This is an optimization exercise on Yosys and OpenROAD, whose aim is small area, a short achievable clock period and few clock cycles per item, not a production implementation.
Only simulation tests tie the RTL to the original design; equivalence was not proved.
Power is estimated from default activity; no workload was simulated.

**flow/standard.sh**
```bash
#!/bin/bash
# synth_recipe.tcl (not shown) runs the flow's synth.tcl, then flattens the netlist and writes it again
# the make line also repeats each setting of config.mk as NAME=value (left out here)
make -C /OpenROAD-flow-scripts/flow DESIGN_CONFIG=/design/flow/config.mk WORK_HOME=/design/flow/orfs CLKGATE_MAP_FILE= SYNTH_SCRIPT=/design/flow/synth_recipe.tcl "${@:-finish}"
```
**flow/design.v**
```verilog
module txmod_shaper (
    input  wire        clk,
    input  wire        rst,           
    input  wire        in_valid,
    output wire        in_ready,
    input  wire [7:0]  in_byte,
    input  wire        in_lodev,      
    output reg         out_valid,
    input  wire        out_ready,
    output reg  [15:0] out_sample
);
    function signed [26:0] tab0;
        input [5:0] i;
        begin
            case (i)
                6'd0: tab0 = -27'sd131750;
                6'd1: tab0 =  27'sd131750;
                6'd2: tab0 = -27'sd65875;
                6'd3: tab0 =  27'sd65875;
                6'd4: tab0 = -27'sd395250;
                6'd5: tab0 =  27'sd395250;
                6'd6: tab0 = -27'sd197625;
                6'd7: tab0 =  27'sd197625;
                6'd8: tab0 =  27'sd264750;
                6'd9: tab0 = -27'sd264750;
                6'd10: tab0 =  27'sd132375;
                6'd11: tab0 = -27'sd132375;
                6'd12: tab0 =  27'sd794250;
                6'd13: tab0 = -27'sd794250;
                6'd14: tab0 =  27'sd397125;
                6'd15: tab0 = -27'sd397125;
                6'd16: tab0 =  27'sd639750;
                6'd17: tab0 = -27'sd639750;
                6'd18: tab0 =  27'sd319875;
                6'd19: tab0 = -27'sd319875;
                6'd20: tab0 =  27'sd1919250;
                6'd21: tab0 = -27'sd1919250;
                6'd22: tab0 =  27'sd959625;
                6'd23: tab0 = -27'sd959625;
                6'd24: tab0 =  27'sd797000;
                6'd25: tab0 = -27'sd797000;
                6'd26: tab0 =  27'sd398500;
                6'd27: tab0 = -27'sd398500;
                6'd28: tab0 =  27'sd2391000;
                6'd29: tab0 = -27'sd2391000;
                6'd30: tab0 =  27'sd1195500;
                6'd31: tab0 = -27'sd1195500;
                6'd32: tab0 =  27'sd595250;
                6'd33: tab0 = -27'sd595250;
                6'd34: tab0 =  27'sd297625;
                6'd35: tab0 = -27'sd297625;
                6'd36: tab0 =  27'sd1785750;
                6'd37: tab0 = -27'sd1785750;
                6'd38: tab0 =  27'sd892875;
                6'd39: tab0 = -27'sd892875;
                6'd40: tab0 =  27'sd595250;
                6'd41: tab0 = -27'sd595250;
                6'd42: tab0 =  27'sd297625;
                6'd43: tab0 = -27'sd297625;
                6'd44: tab0 =  27'sd1785750;
                6'd45: tab0 = -27'sd1785750;
                6'd46: tab0 =  27'sd892875;
                6'd47: tab0 = -27'sd892875;
                6'd48: tab0 =  27'sd595250;
                6'd49: tab0 = -27'sd595250;
                6'd50: tab0 =  27'sd297625;
                6'd51: tab0 = -27'sd297625;
                6'd52: tab0 =  27'sd1785750;
                6'd53: tab0 = -27'sd1785750;
                6'd54: tab0 =  27'sd892875;
                6'd55: tab0 = -27'sd892875;
                6'd56: tab0 =  27'sd595250;
                6'd57: tab0 = -27'sd595250;
                6'd58: tab0 =  27'sd297625;
                6'd59: tab0 = -27'sd297625;
                6'd60: tab0 =  27'sd1785750;
                6'd61: tab0 = -27'sd1785750;
                6'd62: tab0 =  27'sd892875;
                6'd63: tab0 = -27'sd892875;
            endcase
        end
    endfunction
    function signed [26:0] tab1;
        input [5:0] i;
        begin
            case (i)
                6'd0: tab1 =  27'sd28000;
                6'd1: tab1 = -27'sd28000;
                6'd2: tab1 =  27'sd14000;
                6'd3: tab1 = -27'sd14000;
                6'd4: tab1 =  27'sd84000;
                6'd5: tab1 = -27'sd84000;
                6'd6: tab1 =  27'sd42000;
                6'd7: tab1 = -27'sd42000;
                6'd8: tab1 = -27'sd738000;
                6'd9: tab1 =  27'sd738000;
                6'd10: tab1 = -27'sd369000;
                6'd11: tab1 =  27'sd369000;
                6'd12: tab1 = -27'sd2214000;
                6'd13: tab1 =  27'sd2214000;
                6'd14: tab1 = -27'sd1107000;
                6'd15: tab1 =  27'sd1107000;
                6'd16: tab1 = -27'sd1392000;
                6'd17: tab1 =  27'sd1392000;
                6'd18: tab1 = -27'sd696000;
                6'd19: tab1 =  27'sd696000;
                6'd20: tab1 = -27'sd4176000;
                6'd21: tab1 =  27'sd4176000;
                6'd22: tab1 = -27'sd2088000;
                6'd23: tab1 =  27'sd2088000;
                6'd24: tab1 = -27'sd1572500;
                6'd25: tab1 =  27'sd1572500;
                6'd26: tab1 = -27'sd786250;
                6'd27: tab1 =  27'sd786250;
                6'd28: tab1 = -27'sd4717500;
                6'd29: tab1 =  27'sd4717500;
                6'd30: tab1 = -27'sd2358750;
                6'd31: tab1 =  27'sd2358750;
                6'd32: tab1 = -27'sd999500;
                6'd33: tab1 =  27'sd999500;
                6'd34: tab1 = -27'sd499750;
                6'd35: tab1 =  27'sd499750;
                6'd36: tab1 = -27'sd2998500;
                6'd37: tab1 =  27'sd2998500;
                6'd38: tab1 = -27'sd1499250;
                6'd39: tab1 =  27'sd1499250;
                6'd40: tab1 = -27'sd999500;
                6'd41: tab1 =  27'sd999500;
                6'd42: tab1 = -27'sd499750;
                6'd43: tab1 =  27'sd499750;
                6'd44: tab1 = -27'sd2998500;
                6'd45: tab1 =  27'sd2998500;
                6'd46: tab1 = -27'sd1499250;
                6'd47: tab1 =  27'sd1499250;
                6'd48: tab1 = -27'sd999500;
                6'd49: tab1 =  27'sd999500;
                6'd50: tab1 = -27'sd499750;
                6'd51: tab1 =  27'sd499750;
                6'd52: tab1 = -27'sd2998500;
                6'd53: tab1 =  27'sd2998500;
                6'd54: tab1 = -27'sd1499250;
                6'd55: tab1 =  27'sd1499250;
                6'd56: tab1 = -27'sd999500;
                6'd57: tab1 =  27'sd999500;
                6'd58: tab1 = -27'sd499750;
                6'd59: tab1 =  27'sd499750;
                6'd60: tab1 = -27'sd2998500;
                6'd61: tab1 =  27'sd2998500;
                6'd62: tab1 = -27'sd1499250;
                6'd63: tab1 =  27'sd1499250;
            endcase
        end
    endfunction
    function signed [26:0] tab2;
        input [5:0] i;
        begin
            case (i)
                6'd0: tab2 =  27'sd404750;
                6'd1: tab2 = -27'sd404750;
                6'd2: tab2 =  27'sd202375;
                6'd3: tab2 = -27'sd202375;
                6'd4: tab2 =  27'sd1214250;
                6'd5: tab2 = -27'sd1214250;
                6'd6: tab2 =  27'sd607125;
                6'd7: tab2 = -27'sd607125;
                6'd8: tab2 =  27'sd2454000;
                6'd9: tab2 = -27'sd2454000;
                6'd10: tab2 =  27'sd1227000;
                6'd11: tab2 = -27'sd1227000;
                6'd12: tab2 =  27'sd7362000;
                6'd13: tab2 = -27'sd7362000;
                6'd14: tab2 =  27'sd3681000;
                6'd15: tab2 = -27'sd3681000;
                6'd16: tab2 =  27'sd4725500;
                6'd17: tab2 = -27'sd4725500;
                6'd18: tab2 =  27'sd2362750;
                6'd19: tab2 = -27'sd2362750;
                6'd20: tab2 =  27'sd14176500;
                6'd21: tab2 = -27'sd14176500;
                6'd22: tab2 =  27'sd7088250;
                6'd23: tab2 = -27'sd7088250;
                6'd24: tab2 =  27'sd6674750;
                6'd25: tab2 = -27'sd6674750;
                6'd26: tab2 =  27'sd3337375;
                6'd27: tab2 = -27'sd3337375;
                6'd28: tab2 =  27'sd20024250;
                6'd29: tab2 = -27'sd20024250;
                6'd30: tab2 =  27'sd10012125;
                6'd31: tab2 = -27'sd10012125;
                6'd32: tab2 =  27'sd7799250;
                6'd33: tab2 = -27'sd7799250;
                6'd34: tab2 =  27'sd3899625;
                6'd35: tab2 = -27'sd3899625;
                6'd36: tab2 =  27'sd23397750;
                6'd37: tab2 = -27'sd23397750;
                6'd38: tab2 =  27'sd11698875;
                6'd39: tab2 = -27'sd11698875;
                6'd40: tab2 =  27'sd7799250;
                6'd41: tab2 = -27'sd7799250;
                6'd42: tab2 =  27'sd3899625;
                6'd43: tab2 = -27'sd3899625;
                6'd44: tab2 =  27'sd23397750;
                6'd45: tab2 = -27'sd23397750;
                6'd46: tab2 =  27'sd11698875;
                6'd47: tab2 = -27'sd11698875;
                6'd48: tab2 =  27'sd7799250;
                6'd49: tab2 = -27'sd7799250;
                6'd50: tab2 =  27'sd3899625;
                6'd51: tab2 = -27'sd3899625;
                6'd52: tab2 =  27'sd23397750;
                6'd53: tab2 = -27'sd23397750;
                6'd54: tab2 =  27'sd11698875;
                6'd55: tab2 = -27'sd11698875;
                6'd56: tab2 =  27'sd7799250;
                6'd57: tab2 = -27'sd7799250;
                6'd58: tab2 =  27'sd3899625;
                6'd59: tab2 = -27'sd3899625;
                6'd60: tab2 =  27'sd23397750;
                6'd61: tab2 = -27'sd23397750;
                6'd62: tab2 =  27'sd11698875;
                6'd63: tab2 = -27'sd11698875;
            endcase
        end
    endfunction
    function signed [26:0] tab3;
        input [5:0] i;
        begin
            case (i)
                6'd0: tab3 =  27'sd7799250;
                6'd1: tab3 = -27'sd7799250;
                6'd2: tab3 =  27'sd3899625;
                6'd3: tab3 = -27'sd3899625;
                6'd4: tab3 =  27'sd23397750;
                6'd5: tab3 = -27'sd23397750;
                6'd6: tab3 =  27'sd11698875;
                6'd7: tab3 = -27'sd11698875;
                6'd8: tab3 =  27'sd6674750;
                6'd9: tab3 = -27'sd6674750;
                6'd10: tab3 =  27'sd3337375;
                6'd11: tab3 = -27'sd3337375;
                6'd12: tab3 =  27'sd20024250;
                6'd13: tab3 = -27'sd20024250;
                6'd14: tab3 =  27'sd10012125;
                6'd15: tab3 = -27'sd10012125;
                6'd16: tab3 =  27'sd4725500;
                6'd17: tab3 = -27'sd4725500;
                6'd18: tab3 =  27'sd2362750;
                6'd19: tab3 = -27'sd2362750;
                6'd20: tab3 =  27'sd14176500;
                6'd21: tab3 = -27'sd14176500;
                6'd22: tab3 =  27'sd7088250;
                6'd23: tab3 = -27'sd7088250;
                6'd24: tab3 =  27'sd2454000;
                6'd25: tab3 = -27'sd2454000;
                6'd26: tab3 =  27'sd1227000;
                6'd27: tab3 = -27'sd1227000;
                6'd28: tab3 =  27'sd7362000;
                6'd29: tab3 = -27'sd7362000;
                6'd30: tab3 =  27'sd3681000;
                6'd31: tab3 = -27'sd3681000;
                6'd32: tab3 =  27'sd404750;
                6'd33: tab3 = -27'sd404750;
                6'd34: tab3 =  27'sd202375;
                6'd35: tab3 = -27'sd202375;
                6'd36: tab3 =  27'sd1214250;
                6'd37: tab3 = -27'sd1214250;
                6'd38: tab3 =  27'sd607125;
                6'd39: tab3 = -27'sd607125;
                6'd40: tab3 =  27'sd404750;
                6'd41: tab3 = -27'sd404750;
                6'd42: tab3 =  27'sd202375;
                6'd43: tab3 = -27'sd202375;
                6'd44: tab3 =  27'sd1214250;
                6'd45: tab3 = -27'sd1214250;
                6'd46: tab3 =  27'sd607125;
                6'd47: tab3 = -27'sd607125;
                6'd48: tab3 =  27'sd404750;
                6'd49: tab3 = -27'sd404750;
                6'd50: tab3 =  27'sd202375;
                6'd51: tab3 = -27'sd202375;
                6'd52: tab3 =  27'sd1214250;
                6'd53: tab3 = -27'sd1214250;
                6'd54: tab3 =  27'sd607125;
                6'd55: tab3 = -27'sd607125;
                6'd56: tab3 =  27'sd404750;
                6'd57: tab3 = -27'sd404750;
                6'd58: tab3 =  27'sd202375;
                6'd59: tab3 = -27'sd202375;
                6'd60: tab3 =  27'sd1214250;
                6'd61: tab3 = -27'sd1214250;
                6'd62: tab3 =  27'sd607125;
                6'd63: tab3 = -27'sd607125;
            endcase
        end
    endfunction
    function signed [26:0] tab4;
        input [5:0] i;
        begin
            case (i)
                6'd0: tab4 = -27'sd999500;
                6'd1: tab4 =  27'sd999500;
                6'd2: tab4 = -27'sd499750;
                6'd3: tab4 =  27'sd499750;
                6'd4: tab4 = -27'sd2998500;
                6'd5: tab4 =  27'sd2998500;
                6'd6: tab4 = -27'sd1499250;
                6'd7: tab4 =  27'sd1499250;
                6'd8: tab4 = -27'sd1572500;
                6'd9: tab4 =  27'sd1572500;
                6'd10: tab4 = -27'sd786250;
                6'd11: tab4 =  27'sd786250;
                6'd12: tab4 = -27'sd4717500;
                6'd13: tab4 =  27'sd4717500;
                6'd14: tab4 = -27'sd2358750;
                6'd15: tab4 =  27'sd2358750;
                6'd16: tab4 = -27'sd1392000;
                6'd17: tab4 =  27'sd1392000;
                6'd18: tab4 = -27'sd696000;
                6'd19: tab4 =  27'sd696000;
                6'd20: tab4 = -27'sd4176000;
                6'd21: tab4 =  27'sd4176000;
                6'd22: tab4 = -27'sd2088000;
                6'd23: tab4 =  27'sd2088000;
                6'd24: tab4 = -27'sd738000;
                6'd25: tab4 =  27'sd738000;
                6'd26: tab4 = -27'sd369000;
                6'd27: tab4 =  27'sd369000;
                6'd28: tab4 = -27'sd2214000;
                6'd29: tab4 =  27'sd2214000;
                6'd30: tab4 = -27'sd1107000;
                6'd31: tab4 =  27'sd1107000;
                6'd32: tab4 =  27'sd28000;
                6'd33: tab4 = -27'sd28000;
                6'd34: tab4 =  27'sd14000;
                6'd35: tab4 = -27'sd14000;
                6'd36: tab4 =  27'sd84000;
                6'd37: tab4 = -27'sd84000;
                6'd38: tab4 =  27'sd42000;
                6'd39: tab4 = -27'sd42000;
                6'd40: tab4 =  27'sd28000;
                6'd41: tab4 = -27'sd28000;
                6'd42: tab4 =  27'sd14000;
                6'd43: tab4 = -27'sd14000;
                6'd44: tab4 =  27'sd84000;
                6'd45: tab4 = -27'sd84000;
                6'd46: tab4 =  27'sd42000;
                6'd47: tab4 = -27'sd42000;
                6'd48: tab4 =  27'sd28000;
                6'd49: tab4 = -27'sd28000;
                6'd50: tab4 =  27'sd14000;
                6'd51: tab4 = -27'sd14000;
                6'd52: tab4 =  27'sd84000;
                6'd53: tab4 = -27'sd84000;
                6'd54: tab4 =  27'sd42000;
                6'd55: tab4 = -27'sd42000;
                6'd56: tab4 =  27'sd28000;
                6'd57: tab4 = -27'sd28000;
                6'd58: tab4 =  27'sd14000;
                6'd59: tab4 = -27'sd14000;
                6'd60: tab4 =  27'sd84000;
                6'd61: tab4 = -27'sd84000;
                6'd62: tab4 =  27'sd42000;
                6'd63: tab4 = -27'sd42000;
            endcase
        end
    endfunction
    function signed [26:0] tab5;
        input [5:0] i;
        begin
            case (i)
                6'd0: tab5 =  27'sd595250;
                6'd1: tab5 = -27'sd595250;
                6'd2: tab5 =  27'sd297625;
                6'd3: tab5 = -27'sd297625;
                6'd4: tab5 =  27'sd1785750;
                6'd5: tab5 = -27'sd1785750;
                6'd6: tab5 =  27'sd892875;
                6'd7: tab5 = -27'sd892875;
                6'd8: tab5 =  27'sd797000;
                6'd9: tab5 = -27'sd797000;
                6'd10: tab5 =  27'sd398500;
                6'd11: tab5 = -27'sd398500;
                6'd12: tab5 =  27'sd2391000;
                6'd13: tab5 = -27'sd2391000;
                6'd14: tab5 =  27'sd1195500;
                6'd15: tab5 = -27'sd1195500;
                6'd16: tab5 =  27'sd639750;
                6'd17: tab5 = -27'sd639750;
                6'd18: tab5 =  27'sd319875;
                6'd19: tab5 = -27'sd319875;
                6'd20: tab5 =  27'sd1919250;
                6'd21: tab5 = -27'sd1919250;
                6'd22: tab5 =  27'sd959625;
                6'd23: tab5 = -27'sd959625;
                6'd24: tab5 =  27'sd264750;
                6'd25: tab5 = -27'sd264750;
                6'd26: tab5 =  27'sd132375;
                6'd27: tab5 = -27'sd132375;
                6'd28: tab5 =  27'sd794250;
                6'd29: tab5 = -27'sd794250;
                6'd30: tab5 =  27'sd397125;
                6'd31: tab5 = -27'sd397125;
                6'd32: tab5 = -27'sd131750;
                6'd33: tab5 =  27'sd131750;
                6'd34: tab5 = -27'sd65875;
                6'd35: tab5 =  27'sd65875;
                6'd36: tab5 = -27'sd395250;
                6'd37: tab5 =  27'sd395250;
                6'd38: tab5 = -27'sd197625;
                6'd39: tab5 =  27'sd197625;
                6'd40: tab5 = -27'sd131750;
                6'd41: tab5 =  27'sd131750;
                6'd42: tab5 = -27'sd65875;
                6'd43: tab5 =  27'sd65875;
                6'd44: tab5 = -27'sd395250;
                6'd45: tab5 =  27'sd395250;
                6'd46: tab5 = -27'sd197625;
                6'd47: tab5 =  27'sd197625;
                6'd48: tab5 = -27'sd131750;
                6'd49: tab5 =  27'sd131750;
                6'd50: tab5 = -27'sd65875;
                6'd51: tab5 =  27'sd65875;
                6'd52: tab5 = -27'sd395250;
                6'd53: tab5 =  27'sd395250;
                6'd54: tab5 = -27'sd197625;
                6'd55: tab5 =  27'sd197625;
                6'd56: tab5 = -27'sd131750;
                6'd57: tab5 =  27'sd131750;
                6'd58: tab5 = -27'sd65875;
                6'd59: tab5 =  27'sd65875;
                6'd60: tab5 = -27'sd395250;
                6'd61: tab5 =  27'sd395250;
                6'd62: tab5 = -27'sd197625;
                6'd63: tab5 =  27'sd197625;
            endcase
        end
    endfunction
    function [2*27-1:0] csa;
        input [26:0] a, b, c;
        begin
            csa[26:0] = a ^ b ^ c;
            csa[2*27-1:27] = {(a[25:0] & b[25:0]) | (a[25:0] & c[25:0]) | (b[25:0] & c[25:0]), 1'b0};
        end
    endfunction
    reg  [7:0] cur_byte;              
    reg        cur_lodev;
    reg        in_rdy;                
    wire       have = !in_rdy;
    reg  [1:0] sidx;                  
    reg        act;                   
    reg  [2:0] phase;                 
    reg  [2:0] x;                     
    reg  [2:0] h  [1:5];              
    reg  [5:1] hv;                    
    assign in_ready = in_rdy;
    reg  [1:0] nd;
    always @(*) begin
        case (sidx)
            2'd0: nd = cur_byte[7:6];
            2'd1: nd = cur_byte[5:4];
            2'd2: nd = cur_byte[3:2];
            default: nd = cur_byte[1:0];
        endcase
    end
    wire [2:0] ncode = {nd[0], cur_lodev, nd[1]};
    reg signed [26:0] t0, t1, t2, t3, t4, t5;
    reg [26:0] s1, c1, s2, c2, s3, c3, s4, c4;
    always @(*) begin
        t0 = tab0({phase, x});
        t1 = hv[1] ? tab1({phase, h[1]}) : 27'sd0;
        t2 = hv[2] ? tab2({phase, h[2]}) : 27'sd0;
        t3 = hv[3] ? tab3({phase, h[3]}) : 27'sd0;
        t4 = hv[4] ? tab4({phase, h[4]}) : 27'sd0;
        t5 = hv[5] ? tab5({phase, h[5]}) : 27'sd0;
        {c1, s1} = csa(t0, t1, t2);
        {c2, s2} = csa(t3, t4, t5);
        {c3, s3} = csa(s1, c1, s2);
    end
    reg  [26:0] pa, pb, pd;
    reg         pv;
    reg  [26:0] qs, qc;
    always @(*) {qc, qs} = csa(pa, pb, pd);
    wire [26:0] sh_g0 = qs & qc;
    wire [26:0] sh_p0 = qs ^ qc;
    wire sh_G1 = sh_g0[1] | (sh_p0[1] & sh_g0[0]);
    wire sh_P1 = sh_p0[1] & sh_p0[0];
    wire sh_G2 = sh_g0[3] | (sh_p0[3] & sh_g0[2]);
    wire sh_P2 = sh_p0[3] & sh_p0[2];
    wire sh_G3 = sh_g0[5] | (sh_p0[5] & sh_g0[4]);
    wire sh_P3 = sh_p0[5] & sh_p0[4];
    wire sh_G4 = sh_g0[7] | (sh_p0[7] & sh_g0[6]);
    wire sh_P4 = sh_p0[7] & sh_p0[6];
    wire sh_G5 = sh_g0[9] | (sh_p0[9] & sh_g0[8]);
    wire sh_P5 = sh_p0[9] & sh_p0[8];
    wire sh_G6 = sh_g0[11] | (sh_p0[11] & sh_g0[10]);
    wire sh_P6 = sh_p0[11] & sh_p0[10];
    wire sh_G7 = sh_g0[13] | (sh_p0[13] & sh_g0[12]);
    wire sh_P7 = sh_p0[13] & sh_p0[12];
    wire sh_G8 = sh_g0[15] | (sh_p0[15] & sh_g0[14]);
    wire sh_P8 = sh_p0[15] & sh_p0[14];
    wire sh_G9 = sh_g0[17] | (sh_p0[17] & sh_g0[16]);
    wire sh_P9 = sh_p0[17] & sh_p0[16];
    wire sh_G10 = sh_g0[19] | (sh_p0[19] & sh_g0[18]);
    wire sh_P10 = sh_p0[19] & sh_p0[18];
    wire sh_G11 = sh_g0[21] | (sh_p0[21] & sh_g0[20]);
    wire sh_P11 = sh_p0[21] & sh_p0[20];
    wire sh_G12 = sh_g0[23] | (sh_p0[23] & sh_g0[22]);
    wire sh_P12 = sh_p0[23] & sh_p0[22];
    wire sh_G13 = sh_g0[25] | (sh_p0[25] & sh_g0[24]);
    wire sh_P13 = sh_p0[25] & sh_p0[24];
    wire sh_G14 = sh_G2 | (sh_P2 & sh_G1);
    wire sh_P14 = sh_P2 & sh_P1;
    wire sh_G15 = sh_G4 | (sh_P4 & sh_G3);
    wire sh_P15 = sh_P4 & sh_P3;
    wire sh_G16 = sh_G6 | (sh_P6 & sh_G5);
    wire sh_P16 = sh_P6 & sh_P5;
    wire sh_G17 = sh_G8 | (sh_P8 & sh_G7);
    wire sh_P17 = sh_P8 & sh_P7;
    wire sh_G18 = sh_G10 | (sh_P10 & sh_G9);
    wire sh_P18 = sh_P10 & sh_P9;
    wire sh_G19 = sh_G12 | (sh_P12 & sh_G11);
    wire sh_P19 = sh_P12 & sh_P11;
    wire sh_G20 = sh_G15 | (sh_P15 & sh_G14);
    wire sh_P20 = sh_P15 & sh_P14;
    wire sh_G21 = sh_G17 | (sh_P17 & sh_G16);
    wire sh_P21 = sh_P17 & sh_P16;
    wire sh_G22 = sh_G19 | (sh_P19 & sh_G18);
    wire sh_P22 = sh_P19 & sh_P18;
    wire sh_G23 = sh_G21 | (sh_P21 & sh_G20);
    wire sh_P23 = sh_P21 & sh_P20;
    wire sh_G24 = sh_G22 | (sh_P22 & sh_G23);
    wire sh_P24 = sh_P22 & sh_P23;
    wire sh_G25 = sh_G16 | (sh_P16 & sh_G20);
    wire sh_P25 = sh_P16 & sh_P20;
    wire sh_G26 = sh_G18 | (sh_P18 & sh_G23);
    wire sh_P26 = sh_P18 & sh_P23;
    wire sh_G27 = sh_G3 | (sh_P3 & sh_G14);
    wire sh_P27 = sh_P3 & sh_P14;
    wire sh_G28 = sh_G5 | (sh_P5 & sh_G20);
    wire sh_P28 = sh_P5 & sh_P20;
    wire sh_G29 = sh_G7 | (sh_P7 & sh_G25);
    wire sh_P29 = sh_P7 & sh_P25;
    wire sh_G30 = sh_G9 | (sh_P9 & sh_G23);
    wire sh_P30 = sh_P9 & sh_P23;
    wire sh_G31 = sh_G11 | (sh_P11 & sh_G26);
    wire sh_P31 = sh_P11 & sh_P26;
    wire sh_G32 = sh_G13 | (sh_P13 & sh_G24);
    wire sh_P32 = sh_P13 & sh_P24;
    wire sh_G33 = sh_g0[2] | (sh_p0[2] & sh_G1);
    wire sh_P33 = sh_p0[2] & sh_P1;
    wire sh_G34 = sh_g0[4] | (sh_p0[4] & sh_G14);
    wire sh_P34 = sh_p0[4] & sh_P14;
    wire sh_G35 = sh_g0[6] | (sh_p0[6] & sh_G27);
    wire sh_P35 = sh_p0[6] & sh_P27;
    wire sh_G36 = sh_g0[8] | (sh_p0[8] & sh_G20);
    wire sh_P36 = sh_p0[8] & sh_P20;
    wire sh_G37 = sh_g0[10] | (sh_p0[10] & sh_G28);
    wire sh_P37 = sh_p0[10] & sh_P28;
    wire sh_G38 = sh_g0[12] | (sh_p0[12] & sh_G25);
    wire sh_P38 = sh_p0[12] & sh_P25;
    wire sh_G39 = sh_g0[14] | (sh_p0[14] & sh_G29);
    wire sh_P39 = sh_p0[14] & sh_P29;
    wire sh_G40 = sh_g0[16] | (sh_p0[16] & sh_G23);
    wire sh_P40 = sh_p0[16] & sh_P23;
    wire sh_G41 = sh_g0[18] | (sh_p0[18] & sh_G30);
    wire sh_P41 = sh_p0[18] & sh_P30;
    wire sh_G42 = sh_g0[20] | (sh_p0[20] & sh_G26);
    wire sh_P42 = sh_p0[20] & sh_P26;
    wire sh_G43 = sh_g0[22] | (sh_p0[22] & sh_G31);
    wire sh_P43 = sh_p0[22] & sh_P31;
    wire sh_G44 = sh_g0[24] | (sh_p0[24] & sh_G24);
    wire sh_P44 = sh_p0[24] & sh_P24;
    wire sh_G45 = sh_g0[26] | (sh_p0[26] & sh_G32);
    wire sh_P45 = sh_p0[26] & sh_P32;
    wire [16:0] sh = {sh_p0[26] ^ sh_G32, sh_p0[25] ^ sh_G44, sh_p0[24] ^ sh_G24, sh_p0[23] ^ sh_G43, sh_p0[22] ^ sh_G31, sh_p0[21] ^ sh_G42, sh_p0[20] ^ sh_G26, sh_p0[19] ^ sh_G41, sh_p0[18] ^ sh_G30, sh_p0[17] ^ sh_G40, sh_p0[16] ^ sh_G23, sh_p0[15] ^ sh_G39, sh_p0[14] ^ sh_G29, sh_p0[13] ^ sh_G38, sh_p0[12] ^ sh_G25, sh_p0[11] ^ sh_G37, sh_p0[10] ^ sh_G28};
    wire [15:0] sample = (sh[16] != sh[15]) ? {sh[16], {15{!sh[16]}}} : sh[15:0];
    wire en      = !out_valid || out_ready;    
    wire advance = act && en;
    wire last    = (phase == 3'd4);
    wire take    = have && (!act || (advance && last));
    always @(posedge clk) begin
        if (rst) begin
            in_rdy    <= 1'b1;
            act       <= 1'b0;
            sidx      <= 2'd0;
            phase     <= 3'd0;
            hv        <= 5'd0;
            out_valid <= 1'b0;
            pv        <= 1'b0;
        end else begin
            if (en) begin
                pv        <= act;
                out_valid <= pv;
            end
            if (advance) begin
                if (last) begin
                    phase <= 3'd0;
                    hv    <= {hv[4:1], 1'b1};
                    if (!have)
                        act <= 1'b0;
                end else begin
                    phase <= phase + 3'd1;
                end
            end
            if (take) begin
                act  <= 1'b1;
                sidx <= sidx + 2'd1;
                if (sidx == 2'd3)
                    in_rdy <= 1'b1;
            end
            if (in_valid && !have) begin
                in_rdy <= 1'b0;
                sidx <= 2'd0;
            end
        end
    end
    always @(posedge clk) begin
        if (in_valid && !have) begin
            cur_byte  <= in_byte;
            cur_lodev <= in_lodev;
        end
        if (en) begin
            pa         <= s3;
            pb         <= c3;
            pd         <= c2;
            out_sample <= sample;
        end
        if (advance && last) begin
            h[5] <= h[4];
            h[4] <= h[3];
            h[3] <= h[2];
            h[2] <= h[1];
            h[1] <= x;
        end
        if (take)
            x <= ncode;
    end
endmodule
```
**flow/flow/run.sh**
```bash
#!/bin/bash
# The standard layout, with timing repair aiming for extra setup slack and
# plain buffers (instead of delay cells) on the ports.
set -euo pipefail
bash standard.sh SETUP_SLACK_MARGIN=8.5 "BUFFER_PORTS_ARGS=-buffer_cell sky130_fd_sc_hd__buf_2" finish > standard_flow.log 2>&1
```
**flow/constraint.sdc**
```tcl
create_clock -name core_clock -period 12.0 [get_ports {clk}]
set_input_delay 2.4000 -clock core_clock [delete_from_list [all_inputs] [get_ports {clk}]]
set_output_delay 2.4000 -clock core_clock [all_outputs]
set_load 0.01 [all_outputs]
```
**flow/config.mk**
```make
export PLATFORM = sky130hd
export DESIGN_NAME = txmod_shaper
export DESIGN_NICKNAME = txmod_shaper
export VERILOG_FILES = /design/flow/design.v
export SDC_FILE = /design/flow/constraint.sdc
export NUM_CORES = 4
export LEC_CHECK = 0
export ABC_AREA = 1
export CAP_MARGIN = 20
export CORE_MARGIN = 2
export CORE_UTILIZATION = 40
export PLACE_DENSITY = 0.6
export SLEW_MARGIN = 20
```
==> results of run 1 <==
[worst max-delay path: cells and delay by family, from the launching register on]
family | cells | cell delay, ps
adder cells (fa/ha/maj) | 3 | 1450
buffers and inverters | 3 | 430
AND/OR/NAND/NOR | 4 | 720
flip-flops | 1 | 460
AO/OA/AOI/OAI | 1 | 130
[synthesized netlist by cell type, types with 5 or more instances]
cell type  instances  area (um^2)
o21ai_1            6         30.0
clkbuf_1          35          131
nor2_1           118          443
xnor2_1            7         61.3
a311oi_1           7         61.3
edfxtp_1         121         3630
buf_2             12         60.1
o211ai_1          25          188
o31ai_1            5         37.5
a21oi_1           85          425
ha_1              43          538
a31oi_1           13         81.3
a211oi_1           8         60.1
o221ai_1           7         61.3
or2_2              5         31.3
o21ai_0          131          656
nand2_1          249          935
inv_1            212          796
dfxtp_1           14          280
nor3_1            16         80.1
buf_1              8         30.0
nand3_1           38          190
a221oi_1          11         96.3
fa_1             107         2140
xor2_1             6         52.6
[power by group through the flow]
stage                     clock [mW]  sequential, mW  combinational, mW
final                          0.510           0.607              0.435
after global placement             0           0.618              0.395
after CTS                      0.519           0.608              0.418
after floorplan                    0           0.632              0.263
after detailed placement           0           0.618              0.400
after global routing           0.538           0.613              0.490
[metal layers]
layer  up-vias  wire (um)  GRT usage [%]
li1       4536          -              -
met1      4753      15400           34.3
met2       610      16200           38.0
met3       118       3160           4.14
met4         0       1990           13.0
met5         -          0              0
[kinds of logic after synthesis]
family                   after synthesis  synth area share [%]
AO/OA/AOI/OAI                        329                  17.0
buffers and inverters                276                  9.29
adder cells (fa/ha/maj)              150                  23.3
XOR/XNOR                              13                 0.989
AND/OR/NAND/NOR                      438                  15.4
multiplexers                           1                0.0869
flip-flops                           135                  34.0
[layout make-up]
class | instances | area, um^2 | share of cell area [%]
clock buffer | 17 | 425 | 3.25
clock inverter | 15 | 138 | 1.05
inverter | 218 | 831 | 6.35
multi-input combinational | 934 | 6880 | 52.6
sequential | 135 | 3920 | 29.9
tap | 384 | 480 | 3.67
timing repair buffer | 57 | 407 | 3.11
timing repair inverter | 1 | 5.00 | 0.0383
[cells in the final DEF (no fill, tap or decap), types with 8 or more instances in the layout]
cell type and n:
nand2_1 241, inv_1 209, edfxtp_1 121, o21ai_0 117, nor2_1 110, fa_1 104, a21oi_1 81, nand3_1 38
ha_1 36, buf_2 30, o211ai_1 25, buf_4 19, clkbuf_16 17, nor3_1 14, dfxtp_1 12, nand2_2 11
o21ai_1 11, a31oi_1 11, nor2_2 9, o21ai_2 8, a221oi_1 8
[metrics by stage]
| step | hold slack, ps | setup slack [ps] | power [mW] | cells |
|---|---|---|---|---|
| 6_report | 446 | 8540 | 1.55 | 1761 |
| 5_1_grt | 454 | 8470 | 1.64 | 1761 |
| 4_1_cts | 438 | 8500 | 1.55 | 1748 |
| 3_5_place_dp | 423 | 7450 | 1.02 | 1707 |
| 3_3_place_gp | 422 | 7540 | 1.01 | 1707 |
| 2_1_floorplan | 400 | 7710 | 0.895 | 1342 |
[final timing paths]
check / endpoint / slack [ps] / cells after the start / start
setup / recovery: pa[7]$_DFFE_PN_ / 8540 / 11 / h[2][0]$_DFFE_PP_
hold / removal: x[1]$_DFFE_PP_ / 450 / 0 / cur_lodev$_DFFE_PP_
setup reg to reg: pa[7]$_DFFE_PN_ / 8540 / 11 / h[2][0]$_DFFE_PP_
hold reg to reg: x[1]$_DFFE_PP_ / 450 / 0 / cur_lodev$_DFFE_PP_
[sequential cells by signal, summed over array words and instances (netlist names)]
signal and cells:
sidx 2, pb 26, phase 3, h 15, pa 26, act 1, out_valid 1, x 3
out_sample 16, hv 5, pd 26, cur_byte 8, cur_lodev 1, pv 1, in_rdy 1
[timing repair]
item / CTS / global route
gates cloned: 4 / 0
buffers inserted: 5 / 13
hold endpoints to repair: 0 / 0
pin swaps: 5 / 11
endpoints found under the setup margin: 170 / 133
gates resized for setup: 46 / 53
==> flow_metrics.py, run 1 <==
metrics = {
    "status": {
        "outcome": "complete, no violations",
    },
    "floorplan": {
        "dieArea_um2": 30200,
        "core_area_um2": 28500,
        "start_util_pct": 40.3,
        "die_x_um": 174,
        "rows": 62,
        "num_io_pins": 31,
        "fp.dieH_um": 174,
    },
    "critical_path": {
        "cp-start-kind": "register",
        "cp-end-kind": "register",
        "crit_chain": "inv_1, ha_2, inv_1, o21ai_2, nor2_1, nor2_1, nand2_1, nand3_1, fa_1, inv_1, fa_1",
        "cp_max_fo": 6,
        "criticalPathCategory": "reg -> reg",
        "cpMaxStageDelayCell": "fa_1",
        "critPathArrivalTime_ps": 3650,
        "path_common_cell": "inv_1",
        "max_stage_delay_ps": 680,
        "crit_required_ps": 12190,
    },
    "logic_synthesis": {
        "syn_area_per_cell_um2": 8.58,
        "synth_area_um2": 11500,
        "syn_inst": 1342,
        "ys_warn_count": 2,
        "synth-edff-count": 121,
        "seq_area_frac_synth_pct": 34.0,
        "async_reset_ff_share_pct": 0,
        "synthFlopType": "edfxtp_1",
        "synth_cell_type_count": 52,
        "synth_nets": 1505,
        "ys_ff_latch": 135,
    },
    "route": {
        "dr.pass1.iters": 8,
        "wl_um": 36700,
        "num_vias": 10000,
        "vias_per_cell": 5.69,
        "final_antenna_net_count": 0,
        "wl_per_cell_um": 20.8,
        "drt_iter0_drc": 1273,
        "drc": 0,
    },
    "final_layout": {
        "n_antenna_cell": 0,
        "drive_gt1_share_pct": 12.7,
        "nets": 1527,
        "area_growth_syn_to_layout_pct": 13.6,
        "design_area_um2": 13100,
        "fin_util_pct": 45.8,
        "fillers": 2858,
    },
    "pwr": {
        "swShare_pct": 34.8,
        "power_frac_comb_pct": 28.0,
        "net-switching-power_mw": 0.541,
        "p_int_mw": 1.01,
        "power_frac_clock_pct": 32.9,
        "power.leakage_nw": 5.91,
        "seq_power_share_pct": 39.1,
        "peakVddDrop_mv": 0.0660,
        "powerDensity_nw_per_um2": 119,
    },
    "timing": {
        "slew_violations": 0,
        "worst_pin_slew_ps": 709,
        "finalCritPeriodShare_pct": 28.8,
        "finalSetupViolCount": 0,
        "relSlewSlack_pct": 52.7,
        "fin_skew_ps": 16.0,
        "fmax_mhz": 289,
        "hold_viol_final": 0,
        "rsz0062_at_grt": "true",
        "fin_tns_setup_ps": 0,
        "fin_crit_ps": 3460,
    },
    "hold_path": {
        "hp-class": "reg -> reg",
    },
    "cts": {
        "cts_tree": "done",
        "htree_levels": 4,
        "cts_hold_buf": 0,
        "root_buffer": "clkbuf_16",
        "cts_buffers": 17,
        "clk_path_buf_depth": 2,
        "clock_latency_ps": 440,
        "clkSlewWorstSetupHoldPaths_ps": 70,
        "clock_sinks": 135,
    },
    "place": {
        "io_buffers": 30,
        "dp_hpwl_um": 26700,
        "place.gp.congestion": 0.995,
        "placed_area_um2": 12000,
    },
    "global_routing": {
        "grt_max_degree": 77,
        "grt_use_total_pct": 24.9,
        "overflow": 0,
        "grt_pass1_wl_um": 57100,
        "grt_antenna_before_repair": 0,
        "grt_pass1_vias": 9779,
    },
    "run": {
        "drv_cap": 0,
    },
}
Testbench counts, summed over its fixed seeds: cycles 38,432, samples 38,400.
==> run 2: changes to the inputs <==
--- a/flow/config.mk
+++ b/flow/config.mk
@@ -11,2 +11,3 @@
 export CORE_UTILIZATION = 40
+export CTS_BUF_LIST = sky130_fd_sc_hd__clkbuf_4 sky130_fd_sc_hd__clkbuf_8
 export PLACE_DENSITY = 0.6
==> flow_metrics.py, run 2 <==
metrics = {
    "logic_synthesis": {
        "synth-edff-count": 121,
        "synth_area_leaders": "edfxtp_1 (32%), fa_1 (19%), nand2_1 (8.1%)",
        "synth_most_common_cell": "nand2_1",
        "syn_inst": 1342,
        "synth_top_cell_area_share_pct": 31.6,
        "synth_nets": 1505,
        "ys_ff_latch": 135,
        "synth_area_um2": 11500,
        "ys_warn_count": 2,
        "async_reset_ff_share_pct": 0,
        "synthFlopType": "edfxtp_1",
        "synth_top_area_cell": "edfxtp_1",
        "synth_cell_type_count": 52,
        "syn_area_per_cell_um2": 8.58,
        "synthTopCellsByCount": "nand2_1 (249), inv_1 (212), o21ai_0 (131)",
        "seq_area_frac_synth_pct": 34.0,
    },
    "pwr": {
        "seq_power_share_pct": 42.8,
        "power_frac_comb_pct": 31.0,
        "peakVddDrop_mv": 0.0582,
        "net-switching-power_mw": 0.524,
        "power.leakage_nw": 5.84,
        "swShare_pct": 37.1,
        "powerDensity_nw_per_um2": 110,
        "power_mw": 1.41,
        "p_int_mw": 0.890,
        "power_frac_clock_pct": 26.2,
    },
    "timing": {
        "finalSetupViolCount": 0,
        "slew_violations": 0,
        "fin_crit_ps": 3480,
        "finalCritPeriodShare_pct": 29.0,
        "timing.hold.ws_ps": 451,
        "hold_viol_final": 0,
        "worst_pin_slew_ps": 713,
        "setup_ws_ps": 8520,
        "fin_skew_ps": 26.5,
        "fin_tns_setup_ps": 0,
        "fmax_mhz": 287,
        "relSlewSlack_pct": 52.5,
        "rsz0062_at_grt": "true",
    },
    "critical_path": {
        "critPathArrivalTime_ps": 3670,
        "cp-end-kind": "register",
        "criticalPathCategory": "reg -> reg",
        "crit_required_ps": 12190,
        "cp-start-kind": "register",
        "cp_max_fo": 7,
    },
    "route": {
        "vias_per_cell": 5.67,
        "wl_um": 36800,
        "wl_per_cell_um": 20.9,
        "drc": 0,
        "dr.pass1.iters": 6,
        "drt_iter0_drc": 1201,
        "final_antenna_net_count": 0,
        "num_vias": 9988,
    },
    "place": {
        "dp_slack_ps": 7450,
        "numPlacedInstances": 1707,
        "place.gp.congestion": 0.995,
        "io_buffers": 30,
        "dp_hpwl_um": 26700,
        "placed_area_um2": 12000,
    },
    "cts": {
        "cts_hold_buf": 0,
        "clk_path_buf_depth": 2,
        "cts_buffers": 17,
        "clkSlewWorstSetupHoldPaths_ps": 90,
        "root_buffer": "clkbuf_8",
        "cts_tree": "done",
        "clock_sinks": 135,
        "htree_levels": 4,
        "clock_latency_ps": 470,
    },
    "global_routing": {
        "overflow": 0,
        "grt_max_degree": 77,
        "grt_use_total_pct": 24.9,
        "grt_antenna_before_repair": 1,
        "grt_pass1_wl_um": 57000,
        "grt_pass1_vias": 9755,
    },
    "run": {
        "drv_cap": 0,
    },
    "floorplan": {
        "start_util_pct": 40.3,
        "fp.dieH_um": 174,
        "num_io_pins": 31,
        "core_area_um2": 28500,
        "dieArea_um2": 30200,
        "die_x_um": 174,
        "rows": 62,
    },
    "final_layout": {
        "area_growth_syn_to_layout_pct": 12.2,
        "largestRegisters": "pa: 26 flops, pb: 26 flops, pd: 26 flops",
        "nets": 1528,
        "layout_commonest_cell": "nand2_1",
        "n_antenna_cell": 0,
        "drive_gt1_share_pct": 12.8,
        "design_area_um2": 12900,
        "final_cell_mix": "nand2_1 (241), inv_1 (210), edfxtp_1 (121)",
        "stdcell_count": 1762,
        "fin_util_pct": 45.2,
    },
    "hold_path": {
        "hp-class": "reg -> reg",
    },
    "status": {
        "outcome": "complete, no violations",
    },
}
[run 2: cell types whose count changed in the layout (fill, tap and decap cells not counted), sizes merged]
| cell | delta |
|---|---|
| inv | +1 |
| clkinv | -1 |
| buf | +1 |
[run 2: per-layer routing]
layer / share of wire, % / up-vias / global-route usage (%)
met2: 45 / 633 / 38.5
met3: 9.3 / 101 / 4.43
met1: 41 / 4717 / 34.2
li1: - / 4537 / -
met4: 4.8 / 0 / 11.5
met5: 0 / - / 0
[run 2: area by class of cell]
type	instances	area, um^2
Timing Repair Buffer	58	409
Tap cell	384	480
Clock inverter	15	138
Fill cell	2867	15600
Multi-Input combinational cell	934	6900
Clock buffer	17	234
Timing Repair inverter	1	5.00
Inverter	218	832
Sequential cell	135	3920
[run 2: cell families after synthesis]
| kind of cell | Yosys count | share of synthesized area, % |
|---|---|---|
| compound gates | 329 | 17.0 |
| fa+ha+maj | 150 | 23.3 |
| simple gates | 438 | 15.4 |
| buf+inv | 276 | 9.29 |
| flops | 135 | 34.0 |
| xor+xnor | 13 | 0.989 |
| mux | 1 | 0.0869 |
[run 2: timing repair]
item	in CTS	in global routing
endpoints found under the hold margin	0	0
resized for setup	44	58
setup endpoints to repair	170	73
gates cloned	4	0
setup buffers	6	13
pin swaps	4	10
[run 2: worst max-delay path: stages, from the launching register on]
cell	delay (ps)
edfxtp_1	500
ha_2	470
nand2_1	90
nand2_1	130
inv_1	100
nor2_1	310
inv_1	160
a311oi_1	430
fa_1	530
fa_1	510
[run 2: path summary, 6_finish.rpt]
path	slack, ps	start	cells past startpoint	end
worst max register to register	8520	h[3][1]$_DFFE_PP_	9	pa[10]$_DFFE_PN_
worst max-delay path	8520	h[3][1]$_DFFE_PP_	9	pa[10]$_DFFE_PN_
worst min register to register	450	cur_lodev$_DFFE_PP_	0	x[1]$_DFFE_PP_
worst min-delay path	450	cur_lodev$_DFFE_PP_	0	x[1]$_DFFE_PP_
[run 2: power by group through the flow]
stage	clock [mW]	combinational (mW)	sequential, mW
final	0.371	0.438	0.606
after global routing	0.399	0.492	0.613
after CTS	0.380	0.417	0.608
after detailed placement	0	0.400	0.618
after global placement	0	0.395	0.618
after floorplan	0	0.263	0.632
==> run 3: changes to the inputs <==
--- a/flow/config.mk
+++ b/flow/config.mk
@@ -11,3 +11,3 @@
 export CORE_UTILIZATION = 40
-export CTS_BUF_LIST = sky130_fd_sc_hd__clkbuf_4 sky130_fd_sc_hd__clkbuf_8
+export CTS_BUF_LIST = sky130_fd_sc_hd__clkbuf_8
 export PLACE_DENSITY = 0.6
==> flow_metrics.py, run 3 <==
metrics = {
    "status": {
        "outcome": "complete, no violations",
    },
    "cts": {
        "clock_latency_ps": 470,
        "root_buffer": "clkbuf_8",
        "cts_tree": "done",
        "cts_hold_buf": 0,
        "cts_buffers": 17,
        "clkSlewWorstSetupHoldPaths_ps": 90,
        "clk_path_buf_depth": 2,
        "clock_sinks": 135,
        "htree_levels": 4,
    },
    "pwr": {
        "peakVddDrop_mv": 0.0582,
        "power.leakage_nw": 5.84,
        "power_mw": 1.41,
        "powerDensity_nw_per_um2": 110,
    },
    "logic_synthesis": {
        "synth_cell_type_count": 52,
        "synth_top_area_cell": "edfxtp_1",
        "synth-edff-count": 121,
        "synth_nets": 1505,
        "synthSimpleGateAreaFrac_pct": 15.4,
        "synthFlopType": "edfxtp_1",
        "syn_inst": 1342,
        "syn_area_per_cell_um2": 8.58,
        "synthMuxAreaShare_pct": 0.0869,
        "synth_xor_area_share_pct": 0.989,
        "synth_area_leaders": "edfxtp_1 (32%), fa_1 (19%), nand2_1 (8.1%)",
        "synth_top_family_by_area": "adder cells",
        "synth_top_cell_area_share_pct": 31.6,
        "seq_area_frac_synth_pct": 34.0,
        "synthTopCellsByCount": "nand2_1 (249), inv_1 (212), o21ai_0 (131)",
        "async_reset_ff_share_pct": 0,
        "synth_most_common_cell": "nand2_1",
        "synth_area_um2": 11500,
        "ys_ff_latch": 135,
        "synthAdderAreaFrac_pct": 23.3,
        "ys_warn_count": 2,
        "synth-compound-area-share_pct": 17.0,
    },
    "timing": {
        "rsz0062_at_grt": "true",
        "timing.hold.ws_ps": 451,
        "worst_pin_slew_ps": 713,
        "finalSetupViolCount": 0,
        "setup_ws_ps": 8520,
        "fin_crit_ps": 3480,
        "fin_skew_ps": 26.5,
        "fmax_mhz": 287,
        "relSlewSlack_pct": 52.5,
        "slew_violations": 0,
        "finalCritPeriodShare_pct": 29.0,
        "fin_tns_setup_ps": 0,
        "hold_viol_final": 0,
    },
    "route": {
        "dr.pass1.iters": 6,
        "drt_iter0_drc": 1201,
        "drc": 0,
        "wl_um": 36800,
        "num_vias": 9988,
        "final_antenna_net_count": 0,
        "vias_per_cell": 5.67,
        "wl_per_cell_um": 20.9,
    },
    "place": {
        "placed_area_um2": 12000,
        "place.gp.congestion": 0.995,
        "dp_slack_ps": 7450,
        "io_buffers": 30,
        "dp_hpwl_um": 26700,
    },
    "final_layout": {
        "area_growth_syn_to_layout_pct": 12.2,
        "design_area_um2": 12900,
        "layout_commonest_cell": "nand2_1",
        "final_cell_mix": "nand2_1 (241), inv_1 (210), edfxtp_1 (121)",
        "drive_gt1_share_pct": 12.8,
        "nets": 1528,
        "n_antenna_cell": 0,
        "largestRegisters": "pa: 26 flops, pb: 26 flops, pd: 26 flops",
    },
    "floorplan": {
        "core_area_um2": 28500,
        "start_util_pct": 40.3,
        "rows": 62,
        "num_io_pins": 31,
        "fp.dieH_um": 174,
        "dieArea_um2": 30200,
        "die_x_um": 174,
    },
    "global_routing": {
        "overflow": 0,
        "grt_pass1_vias": 9755,
        "grt_max_degree": 77,
        "grt_antenna_before_repair": 1,
        "grt_pass1_wl_um": 57000,
        "grt_use_total_pct": 24.9,
    },
    "critical_path": {
        "max_stage_delay_ps": 530,
        "cp-start-kind": "register",
        "cp_max_fo": 7,
        "regToRegSetupSlack_ps": 8520,
        "r2r-start": "h[3][1]$_DFFE_PP_",
        "crit_required_ps": 12190,
        "cp-end-kind": "register",
        "critPathArrivalTime_ps": 3670,
        "critical-path-top-delay-family": "adder cells",
        "criticalPathCategory": "reg -> reg",
        "worst-path-buf-inv": 2,
        "cpMaxStageDelayCell": "fa_1",
        "cp-startpoint": "h[3][1]$_DFFE_PP_",
        "crit_chain": "ha_2, nand2_1, nand2_1, inv_1, nor2_1, inv_1, a311oi_1, fa_1, fa_1",
    },
    "hold_path": {
        "hp-class": "reg -> reg",
        "min_from": "cur_lodev$_DFFE_PP_",
    },
    "run": {
        "drv_cap": 0,
    },
}
## run 3: cell counts in the layout (fill, tap and decap cells not counted)
No cell type changed its count.
## run 3: layout make-up
cell class	instances	area, um^2
inverter	218	832
fill	2867	15600
clock buffer	17	234
timing repair buffer	58	409
multi-input combinational	934	6900
timing repair inverter	1	5.00
clock inverter	15	138
tap	384	480
sequential	135	3920
## run 3: stage by stage
stage	utilization [%]	instances
global route	45.2	1762
global placement	42.0	1707
detailed placement	42.0	1707
floorplan	-	1342
finish	45.2	1762
CTS	44.1	1749
## run 3: power by group
| part | total [mW] | switching (mW) | internal (mW) |
|---|---|---|---|
| Clock | 0.371 | 0.219 | 0.151 |
| Combinational | 0.438 | 0.282 | 0.156 |
| Sequential | 0.606 | 0.0225 | 0.583 |
| Total | 1.41 | 0.524 | 0.890 |
## run 3: worst reg2reg max path: cells and delay by family, from the launching register on
kind	cells	cell delay, ps
compound gates	1	430
buf+inv	2	260
simple gates	3	530
flops	1	500
fa+ha+maj	3	1520
## run 3: path summary, 6_finish.rpt
kind,depth (start not counted),end
hold / removal,0,x[1]$_DFFE_PP_
setup / recovery,9,pa[10]$_DFFE_PN_
hold reg to reg,0,x[1]$_DFFE_PP_
setup reg to reg,9,pa[10]$_DFFE_PN_
## run 3: metal layers
layer  vias to the layer above  global-route usage (%)  routed length [um]
li1                       4537                       -                   -
met1                      4717                    34.2               15200
met2                       633                    38.5               16400
met3                       101                    4.43                3420
met4                         0                    11.5                1780
met5                         -                       0                   0
## run 3: kinds of logic after synthesis
logic type	after synthesis
and+or+nand+nor	438
AOI/OAI and AO/OA	329
buffers and inverters	276
adders and majority gates	150
DFF	135
xor gates and xnor gates	13
muxes	1
## run 3: repair_timing
action                                  CTS  global route
resized for setup                        44            58
gates cloned                              4             0
pin swaps                                 4            10
endpoints found under the setup margin  170            73
buffers inserted                          6            13
==> run 4: changes to the inputs <==
--- a/flow/design.v
+++ b/flow/design.v
@@ -228,66 +228,66 @@
             case (i)
-                6'd0: tab3 =  27'sd7799250;
-                6'd1: tab3 = -27'sd7799250;
-                6'd2: tab3 =  27'sd3899625;
-                6'd3: tab3 = -27'sd3899625;
-                6'd4: tab3 =  27'sd23397750;
-                6'd5: tab3 = -27'sd23397750;
-                6'd6: tab3 =  27'sd11698875;
-                6'd7: tab3 = -27'sd11698875;
-                6'd8: tab3 =  27'sd6674750;
-                6'd9: tab3 = -27'sd6674750;
-                6'd10: tab3 =  27'sd3337375;
-                6'd11: tab3 = -27'sd3337375;
-                6'd12: tab3 =  27'sd20024250;
-                6'd13: tab3 = -27'sd20024250;
-                6'd14: tab3 =  27'sd10012125;
-                6'd15: tab3 = -27'sd10012125;
-                6'd16: tab3 =  27'sd4725500;
-                6'd17: tab3 = -27'sd4725500;
-                6'd18: tab3 =  27'sd2362750;
-                6'd19: tab3 = -27'sd2362750;
-                6'd20: tab3 =  27'sd14176500;
-                6'd21: tab3 = -27'sd14176500;
-                6'd22: tab3 =  27'sd7088250;
-                6'd23: tab3 = -27'sd7088250;
-                6'd24: tab3 =  27'sd2454000;
-                6'd25: tab3 = -27'sd2454000;
-                6'd26: tab3 =  27'sd1227000;
-                6'd27: tab3 = -27'sd1227000;
-                6'd28: tab3 =  27'sd7362000;
-                6'd29: tab3 = -27'sd7362000;
-                6'd30: tab3 =  27'sd3681000;
-                6'd31: tab3 = -27'sd3681000;
-                6'd32: tab3 =  27'sd404750;
-                6'd33: tab3 = -27'sd404750;
-                6'd34: tab3 =  27'sd202375;
-                6'd35: tab3 = -27'sd202375;
-                6'd36: tab3 =  27'sd1214250;
-                6'd37: tab3 = -27'sd1214250;
-                6'd38: tab3 =  27'sd607125;
-                6'd39: tab3 = -27'sd607125;
-                6'd40: tab3 =  27'sd404750;
-                6'd41: tab3 = -27'sd404750;
-                6'd42: tab3 =  27'sd202375;
-                6'd43: tab3 = -27'sd202375;
-                6'd44: tab3 =  27'sd1214250;
-                6'd45: tab3 = -27'sd1214250;
-                6'd46: tab3 =  27'sd607125;
-                6'd47: tab3 = -27'sd607125;
-                6'd48: tab3 =  27'sd404750;
-                6'd49: tab3 = -27'sd404750;
-                6'd50: tab3 =  27'sd202375;
-                6'd51: tab3 = -27'sd202375;
-                6'd52: tab3 =  27'sd1214250;
-                6'd53: tab3 = -27'sd1214250;
-                6'd54: tab3 =  27'sd607125;
-                6'd55: tab3 = -27'sd607125;
-                6'd56: tab3 =  27'sd404750;
-                6'd57: tab3 = -27'sd404750;
-                6'd58: tab3 =  27'sd202375;
-                6'd59: tab3 = -27'sd202375;
-                6'd60: tab3 =  27'sd1214250;
-                6'd61: tab3 = -27'sd1214250;
-                6'd62: tab3 =  27'sd607125;
-                6'd63: tab3 = -27'sd607125;
+                6'd0: tab3 = 27'd83296722;
+                6'd1: tab3 = 27'd67698222;
+                6'd2: tab3 = 27'd79397097;
+                6'd3: tab3 = 27'd71597847;
+                6'd4: tab3 = 27'd98895222;
+                6'd5: tab3 = 27'd52099722;
+                6'd6: tab3 = 27'd87196347;
+                6'd7: tab3 = 27'd63798597;
+                6'd8: tab3 = 27'd82172222;
+                6'd9: tab3 = 27'd68822722;
+                6'd10: tab3 = 27'd78834847;
+                6'd11: tab3 = 27'd72160097;
+                6'd12: tab3 = 27'd95521722;
+                6'd13: tab3 = 27'd55473222;
+                6'd14: tab3 = 27'd85509597;
+                6'd15: tab3 = 27'd65485347;
+                6'd16: tab3 = 27'd80222972;
+                6'd17: tab3 = 27'd70771972;
+                6'd18: tab3 = 27'd77860222;
+                6'd19: tab3 = 27'd73134722;
+                6'd20: tab3 = 27'd89673972;
+                6'd21: tab3 = 27'd61320972;
+                6'd22: tab3 = 27'd82585722;
+                6'd23: tab3 = 27'd68409222;
+                6'd24: tab3 = 27'd77951472;
+                6'd25: tab3 = 27'd73043472;
+                6'd26: tab3 = 27'd76724472;
+                6'd27: tab3 = 27'd74270472;
+                6'd28: tab3 = 27'd82859472;
+                6'd29: tab3 = 27'd68135472;
+                6'd30: tab3 = 27'd79178472;
+                6'd31: tab3 = 27'd71816472;
+                6'd32: tab3 = 27'd75902222;
+                6'd33: tab3 = 27'd75092722;
+                6'd34: tab3 = 27'd75699847;
+                6'd35: tab3 = 27'd75295097;
+                6'd36: tab3 = 27'd76711722;
+                6'd37: tab3 = 27'd74283222;
+                6'd38: tab3 = 27'd76104597;
+                6'd39: tab3 = 27'd74890347;
+                6'd40: tab3 = 27'd75902222;
+                6'd41: tab3 = 27'd75092722;
+                6'd42: tab3 = 27'd75699847;
+                6'd43: tab3 = 27'd75295097;
+                6'd44: tab3 = 27'd76711722;
+                6'd45: tab3 = 27'd74283222;
+                6'd46: tab3 = 27'd76104597;
+                6'd47: tab3 = 27'd74890347;
+                6'd48: tab3 = 27'd75902222;
+                6'd49: tab3 = 27'd75092722;
+                6'd50: tab3 = 27'd75699847;
+                6'd51: tab3 = 27'd75295097;
+                6'd52: tab3 = 27'd76711722;
+                6'd53: tab3 = 27'd74283222;
+                6'd54: tab3 = 27'd76104597;
+                6'd55: tab3 = 27'd74890347;
+                6'd56: tab3 = 27'd75902222;
+                6'd57: tab3 = 27'd75092722;
+                6'd58: tab3 = 27'd75699847;
+                6'd59: tab3 = 27'd75295097;
+                6'd60: tab3 = 27'd76711722;
+                6'd61: tab3 = 27'd74283222;
+                6'd62: tab3 = 27'd76104597;
+                6'd63: tab3 = 27'd74890347;
             endcase
@@ -466,12 +466,18 @@
     reg signed [26:0] t0, t1, t2, t3, t4, t5;
+    reg signed [26:0] u0, u1, u2, u3, u4, u5;
     reg [26:0] s1, c1, s2, c2, s3, c3, s4, c4;
     always @(*) begin
-        t0 = tab0({phase, x});
-        t1 = hv[1] ? tab1({phase, h[1]}) : 27'sd0;
-        t2 = hv[2] ? tab2({phase, h[2]}) : 27'sd0;
-        t3 = hv[3] ? tab3({phase, h[3]}) : 27'sd0;
-        t4 = hv[4] ? tab4({phase, h[4]}) : 27'sd0;
-        t5 = hv[5] ? tab5({phase, h[5]}) : 27'sd0;
-        {c1, s1} = csa(t0, t1, t2);
-        {c2, s2} = csa(t3, t4, t5);
+        u0 = tab0({phase, x});
+        t0 = {4'd0, ~u0[22], u0[21:0]};
+        u1 = hv[1] ? tab1({phase, h[1]}) : 27'sd0;
+        t1 = {3'd0, ~u1[23], u1[22:0]};
+        u2 = hv[2] ? tab2({phase, h[2]}) : 27'sd0;
+        t2 = {1'd0, ~u2[25], u2[24:0]};
+        t3 = hv[3] ? tab3({phase, h[3]}) : 27'd75497472;
+        u4 = hv[4] ? tab4({phase, h[4]}) : 27'sd0;
+        t4 = {3'd0, ~u4[23], u4[22:0]};
+        u5 = hv[5] ? tab5({phase, h[5]}) : 27'sd0;
+        t5 = {4'd0, ~u5[22], u5[21:0]};
+        {c1, s1} = csa(t2, t3, t4);
+        {c2, s2} = csa(t0, t1, t5);
         {c3, s3} = csa(s1, c1, s2);
--- a/flow/config.mk
+++ b/flow/config.mk
@@ -11,3 +11,2 @@
 export CORE_UTILIZATION = 40
-export CTS_BUF_LIST = sky130_fd_sc_hd__clkbuf_8
 export PLACE_DENSITY = 0.6
==> flow_metrics.py, run 4 <==
metrics = {
    "logic_synthesis": {
        "syn_area_per_cell_um2": 8.66,
        "ys_ff_latch": 132,
        "synth_most_common_cell": "nand2_1",
        "ys_warn_count": 2,
        "synth_area_leaders": "edfxtp_1 (31%), fa_1 (17%), nand2_1 (7.7%)",
        "synth_top_cell_area_share_pct": 31.4,
        "synth-edff-count": 118,
        "seq_area_frac_synth_pct": 33.9,
        "async_reset_ff_share_pct": 0,
        "synth_top_area_cell": "edfxtp_1",
        "synth_nets": 1463,
        "synth_area_um2": 11300,
        "syn_inst": 1301,
        "synth_cell_type_count": 53,
        "synthTopCellsByCount": "nand2_1 (231), inv_1 (176), nor2_1 (122)",
        "synthFlopType": "edfxtp_1",
    },
    "pwr": {
        "peakVddDrop_mv": 0.0834,
        "p_int_mw": 1.03,
        "power_frac_comb_pct": 29.7,
        "powerDensity_nw_per_um2": 122,
        "power.leakage_nw": 5.71,
        "power_frac_clock_pct": 32.3,
        "net-switching-power_mw": 0.537,
        "swShare_pct": 34.3,
        "power_mw": 1.56,
        "seq_power_share_pct": 38.0,
    },
    "timing": {
        "relSlewSlack_pct": 34.7,
        "hold_viol_final": 0,
        "worst_pin_slew_ps": 979,
        "finalSetupViolCount": 0,
        "fin_crit_ps": 3480,
        "finalCritPeriodShare_pct": 29.0,
        "fmax_mhz": 287,
        "slew_violations": 0,
        "rsz0062_at_grt": "true",
        "fin_tns_setup_ps": 0,
        "fin_skew_ps": 12.2,
    },
    "floorplan": {
        "fp.dieH_um": 172,
        "num_io_pins": 31,
        "start_util_pct": 40.6,
        "core_area_um2": 27800,
        "dieArea_um2": 29500,
        "die_x_um": 172,
        "rows": 61,
    },
    "final_layout": {
        "layout_commonest_cell": "nand2_1",
        "largestRegisters": "pa: 26 flops, pb: 26 flops, pd: 23 flops",
        "final_cell_mix": "nand2_1 (229), inv_1 (167), edfxtp_1 (118)",
        "nets": 1487,
        "stdcell_count": 1716,
        "area_growth_syn_to_layout_pct": 13.9,
        "drive_gt1_share_pct": 14.4,
        "n_antenna_cell": 0,
        "fillers": 2763,
    },
    "critical_path": {
        "reg2reg_depth": 7,
        "cp.depth": 7,
        "worst-path-buf-inv": 3,
        "cp-start-kind": "register",
        "critical-path-top-delay-family": "adder cells",
        "max_stage_delay_ps": 620,
        "regToRegSetupSlack_ps": 8520,
        "crit_path_end": "pa[17]$_DFFE_PN_",
        "crit_required_ps": 12160,
        "worst_r2r_endpoint": "pa[17]$_DFFE_PN_",
        "critPathArrivalTime_ps": 3640,
        "cp_max_fo": 65,
        "cpMaxStageDelayCell": "fa_1",
        "r2r-start": "phase[2]$_SDFFE_PP0P_",
        "crit_chain": "buf_8, clkinv_1, buf_8, o21ai_0, a21oi_1, fa_1, fa_1",
        "cp-startpoint": "phase[2]$_SDFFE_PP0P_",
        "cp-end-kind": "register",
        "criticalPathCategory": "reg -> reg",
    },
    "global_routing": {
        "grt_antenna_before_repair": 1,
        "overflow": 0,
        "grt_pass1_vias": 9738,
        "grt_pass1_wl_um": 59300,
        "grt_max_degree": 77,
        "grt_use_total_pct": 27.5,
    },
    "status": {
        "outcome": "complete, no violations",
    },
    "cts": {
        "root_buffer": "clkbuf_16",
        "clock_latency_ps": 430,
        "htree_levels": 4,
        "cts_tree": "done",
        "clk_path_buf_depth": 2,
        "clkSlewWorstSetupHoldPaths_ps": 70,
        "cts_hold_buf": 0,
        "cts_buffers": 17,
        "clock_sinks": 132,
    },
    "route": {
        "final_antenna_net_count": 0,
        "dr.pass1.iters": 6,
        "wl_per_cell_um": 23.1,
        "vias_per_cell": 5.76,
        "wl_um": 39700,
        "num_vias": 9879,
        "drt_iter0_drc": 1266,
        "drc": 0,
    },
    "hold_path": {
        "min_from": "cur_lodev$_DFFE_PP_",
        "hp-class": "reg -> reg",
        "min_path_cells": 0,
    },
    "place": {
        "place.gp.congestion": 0.990,
        "numPlacedInstances": 1656,
        "dp_hpwl_um": 28400,
        "io_buffers": 30,
    },
    "run": {
        "drv_cap": 0,
    },
}
==> run 4: cell count changes after synthesis, sizes merged, moves of 5 or more <==
| cell | previous run | this run |
|---|---|---|
| nor2 | 120 | 125 |
| o211ai | 25 | 12 |
| a211oi | 8 | 22 |
| inv | 216 | 179 |
| a21oi | 86 | 116 |
| nor3 | 16 | 8 |
| o21ai | 137 | 110 |
| fa | 107 | 98 |
| a221oi | 11 | 18 |
| buf | 23 | 29 |
| o31ai | 5 | 12 |
| ha | 43 | 51 |
==> run 4: repair_timing <==
action,in CTS,in global routing
cloned,3,2
pin swaps,6,12
resized for setup,33,56
setup buffers,16,7
setup endpoints to repair,143,132
==> run 4: cells by family (layout without fill, tap and decap cells) <==
logic type	count (synthesis)	after routing	share of synthesized area [%]
simple gates	430	432	16.0
flops	132	132	33.9
fa+ha+maj	149	149	23.1
xor+xnor	11	11	0.855
buf+inv	242	277	8.35
compound gates	336	336	17.7
mux	1	1	0.0888
==> run 4: through the flow <==
step           area (um^2)  hold WS [ps]  util [%]  setup WS (ps)
2_1_floorplan        11300           400         -           7750
3_3_place_gp         11700           410      42.2           7850
3_5_place_dp         11700           413      42.2           7780
4_1_cts              12600           427      45.2           8490
5_1_grt              12800           437      46.2           8450
6_report             12800           425      46.2           8520
==> run 4: power by group through the flow <==
stage | clock [mW] | combinational (mW) | sequential (mW)
final | 0.505 | 0.464 | 0.595
after global routing | 0.526 | 0.515 | 0.603
after CTS | 0.514 | 0.441 | 0.595
after detailed placement | 0 | 0.416 | 0.605
after global placement | 0 | 0.410 | 0.604
after floorplan | 0 | 0.273 | 0.617
==> run 4: layout make-up <==
type                            count  area, um^2  area share [%]
Multi-Input combinational cell    929        6800            52.9
Sequential cell                   132        3830            29.8
Inverter                          181         696            5.42
Timing Repair Buffer               62         473            3.68
Tap cell                          378         473            3.68
Clock buffer                       19         433            3.37
Clock inverter                     13         126           0.984
Timing Repair inverter              2        12.5          0.0975
==> run 4: worst min path at each step <==
stage,end
2_1_floorplan,x[1]$_DFFE_PP_
3_3_place_gp,x[1]$_DFFE_PP_
3_5_place_dp,x[1]$_DFFE_PP_
4_1_cts,x[1]$_DFFE_PP_
5_1_grt,x[1]$_DFFE_PP_
6_report,x[1]$_DFFE_PP_
==> run 4: metal layers <==
layer	GRT usage [%]	share of wire (%)	up-vias
li1	-	-	4465
met1	36.1	41	4781
met4	11.7	4.5	0
met3	4.46	7.7	94
met5	0	0	-
met2	45.0	47	539
Testbench counts of run 4, summed over its fixed seeds: cycles 38,432, samples 38,400.

==> separate check: timing with driven ports <==
No port has a modelled driver above. Below, the same layouts with a new extraction and two added sets of constraints. Step 1, drivers: a clkbuf_16 drives clk and a buf_2 each remaining input, both assumed. Step 2 times the ports against the registers' clock, not the clock port: input delays grow and output delays shrink by t, the midpoint of the rising clock arrivals with the driver on. a / b / c = no drivers / after step 1 / after step 2; a / b = the first two.
run	t (ns)	setup slack, ns	slew at the worst register clock pin (ns)
run 1	0.481	8.540 / 8.540 / 8.212	0.07 / 0.07
run 2	0.499	8.519 / 8.519 / 8.170	0.11 / 0.11
run 3	0.499	8.519 / 8.519 / 8.170	0.11 / 0.11
run 4	0.469	8.522 / 8.522 / 8.170	0.07 / 0.07
After both steps setup and hold are still met in every run listed. The setup slack of run 4, which loses most, moves by 0.000 ns with the drivers and by -0.352 ns with both steps.
